Context: an optimization exercise on an open-source flow, tuned for small area. The choices shown serve that exercise and are no tape-out recipe. Where RTL was checked, it was by simulation tests only, not by an equivalence proof against the original. The clock port is modelled as an ideal driver, which makes a skipped or thinned clock tree look cheaper than it is; a real chip needs a root buffer or a tree. Power and IR drop assume default switching activity.

JK:
Design qd_core, start of the top module:
module qd_core (
    input  wire        clk,
    input  wire        rst,             
    input  wire        req_valid,
    output wire        req_ready,
    input  wire [31:0] req_value,
    input  wire [31:0] req_cursor,
    input  wire [31:0] req_capacity,
    output wire        wr_valid,
    output wire [31:0] wr_addr,
    output wire [15:0] wr_data,
    output wire [1:0]  wr_be,
    output wire        rsp_valid,
    output wire [31:0] rsp_cursor,
    output wire [3:0]  rsp_len,
    output wire        rsp_status
);
clock: 16.0 ns
lec_check: 0
cap_margin: 20
core_margin: 2
core_utilization: 40
slew_margin: 20
standard.sh (not shown) runs the stock make flow with config.mk's settings and CLKGATE_MAP_FILE= SYNTH_SCRIPT=/design/flow/synth_recipe.tcl, a recipe that flattens the netlist after the stock synthesis.
==> flow/flow/run.sh <==
#!/bin/bash
set -euo pipefail
export BUFFER_PORTS_ARGS="-buffer_cell sky130_fd_sc_hd__buf_1"
export CTS_ARGS="-sink_clustering_enable -repair_clock_nets -dont_use_dummy_load -buf_list sky130_fd_sc_hd__clkbuf_8 -sink_clustering_size 20"
bash standard.sh > standard.log 2>&1
## Diff of input files: MS against JK
# JK
export LEC_CHECK = 0
export CAP_MARGIN = 20
export CORE_MARGIN = 2
export CORE_UTILIZATION = 40
export SLEW_MARGIN = 20
create_clock -name core_clock -period 16.0 [get_ports {clk}]
# MS
export LEC_CHECK = 0
export CAP_MARGIN = 20
export CORE_MARGIN = 2
export CORE_UTILIZATION = 65
export SLEW_MARGIN = 20
create_clock -name core_clock -period 16.0 [get_ports {clk}]
--- outcome ---
- Summary: with JK as the reference, total vias in the final route in MS moved up slightly.
- Comparing the two runs side by side, MS comes out ahead of JK on final standard cell area without fillers.
- MS against JK; first-pass GRT wire length is down by a few percent.
Setup changes, MS to AL
# MS
export LEC_CHECK = 0
export CAP_MARGIN = 20
export CORE_MARGIN = 2
export CORE_UTILIZATION = 65
export SLEW_MARGIN = 20
create_clock -name core_clock -period 16.0 [get_ports {clk}]
# AL
export LEC_CHECK = 0
export CAP_MARGIN = 20
export CORE_MARGIN = 2
export CORE_UTILIZATION = 40
export SLEW_MARGIN = 20
create_clock -name core_clock -period 16.0 [get_ports {clk}]
==> flow/flow/run.sh <==
#!/bin/bash
# The standard layout, with the smallest buffer on each port instead of the
# one buffer_ports picks by itself. ORFS's own step logs stay under orfs/logs.
set -euo pipefail
export BUFFER_PORTS_ARGS="-buffer_cell sky130_fd_sc_hd__buf_1"
bash standard.sh > standard.log 2>&1
Results
AL ends up with a post-layout worst setup margin that is 0.049 ns lower than in MS. Relative to MS, the global-route wire length before repair measured on AL has increased by a few percent. AL against MS: fraction of power consumed by sequential logic now smaller, final net count comparable, via count comparable, number of optimization iterations in the first detailed-route pass now smaller, worst relative slew slack now larger. AL vs. MS: part of the power in combinational logic went down by 0.7 points.
No functional check of the RTL was part of any run of this note.

* * *

== run A ==
qd_core, a different RTL version from the one above (not shown whole).
For scale: roughly 420 cells after synthesis, roughly 82 flip-flops.
Settings: LEC_CHECK=0, CAP_MARGIN=20, CORE_MARGIN=2, CORE_UTILIZATION=65, SLEW_MARGIN=20; clock period 16.0 ns.
==> flow/flow/run.sh <==
#!/bin/bash
# The standard layout with two changes: the smallest buffer on each port, and
# a one-level clock tree (flow/mcts.tcl, run as ORFS's PRE_CTS hook) of
# $CLKBUF_K buffers driven by the clock port, in place of TritonCTS's tree.
# standard.sh's output goes to standard.log; ORFS's step logs to orfs/logs.
set -euo pipefail
export BUFFER_PORTS_ARGS="-buffer_cell sky130_fd_sc_hd__buf_1"
export CLKBUF=sky130_fd_sc_hd__clkbuf_16
export CLKBUF_K=4
export PRE_CTS_TCL="$(pwd)/flow/mcts.tcl"
bash standard.sh > standard.log 2>&1
==> flow/flow/mcts.tcl <==
# Clock buffering in place of TritonCTS: the clock port drives $K buffers of
# type $CLKBUF directly, each feeding one k-means cluster of the clock sinks.
set block [ord::get_db_block]
set clknet [$block findNet clk]
set master [[ord::get_db] findMaster $::env(CLKBUF)]
set K $::env(CLKBUF_K)
set sinks {}
foreach it [$clknet getITerms] {
  set bb [[$it getInst] getBBox]
  lappend sinks [list $it [expr {([$bb xMin] + [$bb xMax]) / 2.0}] [expr {([$bb yMin] + [$bb yMax]) / 2.0}]]
}
set n [llength $sinks]
# k-means, seeded with sinks spread over the list sorted by x+y
set sorted [lsort -real -index 1 $sinks]
set cx {}; set cy {}
for {set k 0} {$k < $K} {incr k} {
  set s [lindex $sorted [expr {int(($k + 0.5) * $n / $K)}]]
  lappend cx [lindex $s 1]; lappend cy [lindex $s 2]
}
for {set iter 0} {$iter < 50} {incr iter} {
  set asg {}
  foreach s $sinks {
    set best 0; set bd 1e30
    for {set k 0} {$k < $K} {incr k} {
      set d [expr {abs([lindex $s 1] - [lindex $cx $k]) + abs([lindex $s 2] - [lindex $cy $k])}]
      if {$d < $bd} { set bd $d; set best $k }
    }
    lappend asg $best
  }
  set nx {}; set ny {}
  for {set k 0} {$k < $K} {incr k} {
    set sx 0; set sy 0; set c 0
    foreach s $sinks a $asg { if {$a == $k} { set sx [expr {$sx + [lindex $s 1]}]; set sy [expr {$sy + [lindex $s 2]}]; incr c } }
    if {$c > 0} { lappend nx [expr {$sx / $c}]; lappend ny [expr {$sy / $c}] } else { lappend nx [lindex $cx $k]; lappend ny [lindex $cy $k] }
  }
  set cx $nx; set cy $ny
}
for {set k 0} {$k < $K} {incr k} {
  set buf [odb::dbInst_create $block $master clkbuf_m$k]
  set net [odb::dbNet_create $block clknet_m$k]
  $net setSigType CLOCK
  set c 0
  foreach s $sinks a $asg {
    if {$a == $k} { set it [lindex $s 0]; $it disconnect; $it connect $net; incr c }
  }
  [$buf findITerm A] connect $clknet
  [$buf findITerm X] connect $net
  $buf setLocation [expr {int([lindex $cx $k])}] [expr {int([lindex $cy $k])}]
  $buf setPlacementStatus PLACED
  puts "manual clock buffer clkbuf_m$k: $::env(CLKBUF) driving $c sinks"
}

# the buffers above are the clock tree: make cts.tcl's call a no-op
proc clock_tree_synthesis {args} {
  puts "clock_tree_synthesis skipped: clock buffered by flow/mcts.tcl"
}
#### Input delta (run B over run A)
- CAP_MARGIN changed from 20 to 0
- CORE_UTILIZATION changed from 65 to 80
- SLEW_MARGIN changed from 20 to 0
--- a/flow/flow/run.sh
+++ b/flow/flow/run.sh
@@ -9 +9,3 @@
-export CLKBUF_K=4
+export CLKBUF_K=3
+export DOWNSIZE_MAX_FANOUT=6
+export SKIP_REPAIR_TIE_FANOUT=1
--- a/flow/flow/mcts.tcl
+++ b/flow/flow/mcts.tcl
@@ -3,0 +4,27 @@
+
+# Synthesis upsizes some logic cells; with a 16 ns clock, any cell that
+# drives few pins can be its smallest size (detailed_placement after this
+# hook legalizes the changed widths).
+set db [ord::get_db]
+set nsw 0
+foreach inst [$block getInsts] {
+  set name [[$inst getMaster] getName]
+  if {![regexp {^(sky130_fd_sc_hd__[a-z0-9]+)_([0-9]+)$} $name -> base drv]} continue
+  if {$drv < 2 || [string match "*buf*" $base] || [string match "*inv*" $base]} continue
+  set fo -1
+  foreach it [$inst getITerms] {
+    if {[$it isOutputSignal] && [$it getNet] ne "NULL"} {
+      set net [$it getNet]
+      set fo [expr {[llength [$net getITerms]] + [llength [$net getBTerms]] - 1}]
+    }
+  }
+  if {$fo < 0 || $fo > $::env(DOWNSIZE_MAX_FANOUT)} continue
+  set best NULL
+  foreach d {0 1} {
+    set nm [$db findMaster ${base}_$d]
+    if {$nm ne "NULL" && ($best eq "NULL" || [$nm getWidth] < [$best getWidth])} { set best $nm }
+  }
+  if {$best ne "NULL"} { $inst swapMaster $best; incr nsw }
+}
+puts "downsized $nsw cells"
+
==> run notes <==
Taking run A as the reference, in run B worst-case setup margin in the final layout fell by 0.11 ns, number of standard cells after synthesis held steady, global-route usage over all layers saw an increase, floorplan die area now smaller.
Power: run B draws less than run A
Input changes introduced in run C (baseline for comparison: run B):
- CAP_MARGIN now 20, was 0
- SLEW_MARGIN now 20, was 0
- CORE_UTILIZATION now 65, was 80
--- a/flow/flow/run.sh
+++ b/flow/flow/run.sh
@@ -9,3 +9 @@
-export CLKBUF_K=3
-export DOWNSIZE_MAX_FANOUT=6
-export SKIP_REPAIR_TIE_FANOUT=1
+export CLKBUF_K=4
--- a/flow/flow/mcts.tcl
+++ b/flow/flow/mcts.tcl
@@ -2,0 +3,4 @@
+# first size every cell down as far as the (large) timing slack allows
+estimate_parasitics -placement
+repair_timing -recover_power 100
+
@@ -4,27 +7,0 @@
-
-# Synthesis upsizes some logic cells; with a 16 ns clock, any cell that
-# drives few pins can be its smallest size (detailed_placement after this
-# hook legalizes the changed widths).
-set db [ord::get_db]
-set nsw 0
-foreach inst [$block getInsts] {
-  set name [[$inst getMaster] getName]
-  if {![regexp {^(sky130_fd_sc_hd__[a-z0-9]+)_([0-9]+)$} $name -> base drv]} continue
-  if {$drv < 2 || [string match "*buf*" $base] || [string match "*inv*" $base]} continue
-  set fo -1
-  foreach it [$inst getITerms] {
-    if {[$it isOutputSignal] && [$it getNet] ne "NULL"} {
-      set net [$it getNet]
-      set fo [expr {[llength [$net getITerms]] + [llength [$net getBTerms]] - 1}]
-    }
-  }
-  if {$fo < 0 || $fo > $::env(DOWNSIZE_MAX_FANOUT)} continue
-  set best NULL
-  foreach d {0 1} {
-    set nm [$db findMaster ${base}_$d]
-    if {$nm ne "NULL" && ($best eq "NULL" || [$nm getWidth] < [$best getWidth])} { set best $nm }
-  }
-  if {$best ne "NULL"} { $inst swapMaster $best; incr nsw }
-}
-puts "downsized $nsw cells"
-
==> run notes <==
In the metrics for run B and run C, the one carrying the higher met2 usage is run B.
Worst setup slack delta for run C relative to run B: 0.11 ns higher
Summary — global-route wire length before repair, run C relative to run B: lower, by about 12%.
Between run B and run C, the flow reports maximum frequency increasing slightly.
Input changes introduced in run D (baseline for comparison: run C):
--- a/flow/flow/run.sh
+++ b/flow/flow/run.sh
@@ -9,0 +10 @@
+export DOWNSIZE_MAX_FANOUT=6
--- a/flow/flow/mcts.tcl
+++ b/flow/flow/mcts.tcl
@@ -3,3 +3 @@
-# first size every cell down as far as the (large) timing slack allows
-estimate_parasitics -placement
-repair_timing -recover_power 100
+set block [ord::get_db_block]
@@ -7 +5,24 @@
-set block [ord::get_db_block]
+# Synthesis upsizes some logic cells; with a 16 ns clock, any cell that
+# drives few pins can be its smallest size (detailed_placement after this
+# hook legalizes the changed widths).
+set db [ord::get_db]
+set nsw 0
+foreach inst [$block getInsts] {
+  set name [[$inst getMaster] getName]
+  if {![regexp {^(sky130_fd_sc_hd__[a-z0-9]+)_([0-9]+)$} $name -> base drv]} continue
+  if {$drv < 2 || [string match "*buf*" $base] || [string match "*inv*" $base]} continue
+  set fo -1
+  foreach it [$inst getITerms] {
+    if {[$it isOutputSignal] && [$it getNet] ne "NULL"} {
+      set net [$it getNet]
+      set fo [expr {[llength [$net getITerms]] + [llength [$net getBTerms]] - 1}]
+    }
+  }
+  if {$fo < 0 || $fo > $::env(DOWNSIZE_MAX_FANOUT)} continue
+  foreach d {1 0} {
+    set nm [$db findMaster ${base}_$d]
+    if {$nm ne "NULL"} { $inst swapMaster $nm; incr nsw; break }
+  }
+}
+puts "downsized $nsw cells"
+
Findings:
- Run D ended with less headroom to the max-slew limit than run C.
- Looking at setup slack after layout, run D sits 0.0038 ns higher than run C does.
- Between run D and run C, the difference in total chip power is negligible.
No run of this note takes its clock network from TritonCTS; it comes from the design's own scripts or RTL.

## static timing again, ports no longer ideal
Ports are ideal in the flow. The routed layouts listed here were re-timed in OpenROAD. Step 1 sets driving cells, clkbuf_16 on the clock port and buf_2 on the other inputs (assumed; they add their load-dependent delay and slew). Step 2 also shifts input and output timing later by t, the mid clock arrival at the registers, as if the neighbouring blocks saw the same clock. Slacks: no drivers / after step 1 / after step 2; pairs: no drivers / after step 1.
run | t, ns | setup WS [ns] | hold slack, ns | worst setup path at the end | cell pins on the clock port's net
JK | 0.380 | 8.676 / 8.656 / 8.656 | 0.395 / 0.395 / 0.395 | input to output | 1
MS | 0.367 | 8.723 / 8.704 / 8.704 | 0.405 / 0.405 / 0.405 | input to output | 1
AL | 0.385 | 8.674 / 8.655 / 8.655 | 0.397 / 0.397 / 0.397 | input to output | 1
run A | 0.216 | 8.323 / 8.323 / 8.323 | 0.395 / 0.395 / 0.395 | register to register | 4
run B | 0.225 | 8.209 / 8.209 / 8.209 | 0.395 / 0.395 / 0.395 | register to register | 3
run C | 0.215 | 8.321 / 8.320 / 8.320 | 0.397 / 0.397 / 0.397 | register to register | 4
run D | 0.216 | 8.324 / 8.324 / 8.324 | 0.396 / 0.396 / 0.396 | register to register | 4
After both steps setup and hold are still met in every run listed. For JK, which loses most, drivers alone change the setup slack by -0.020 ns; drivers and shift together by -0.020 ns.
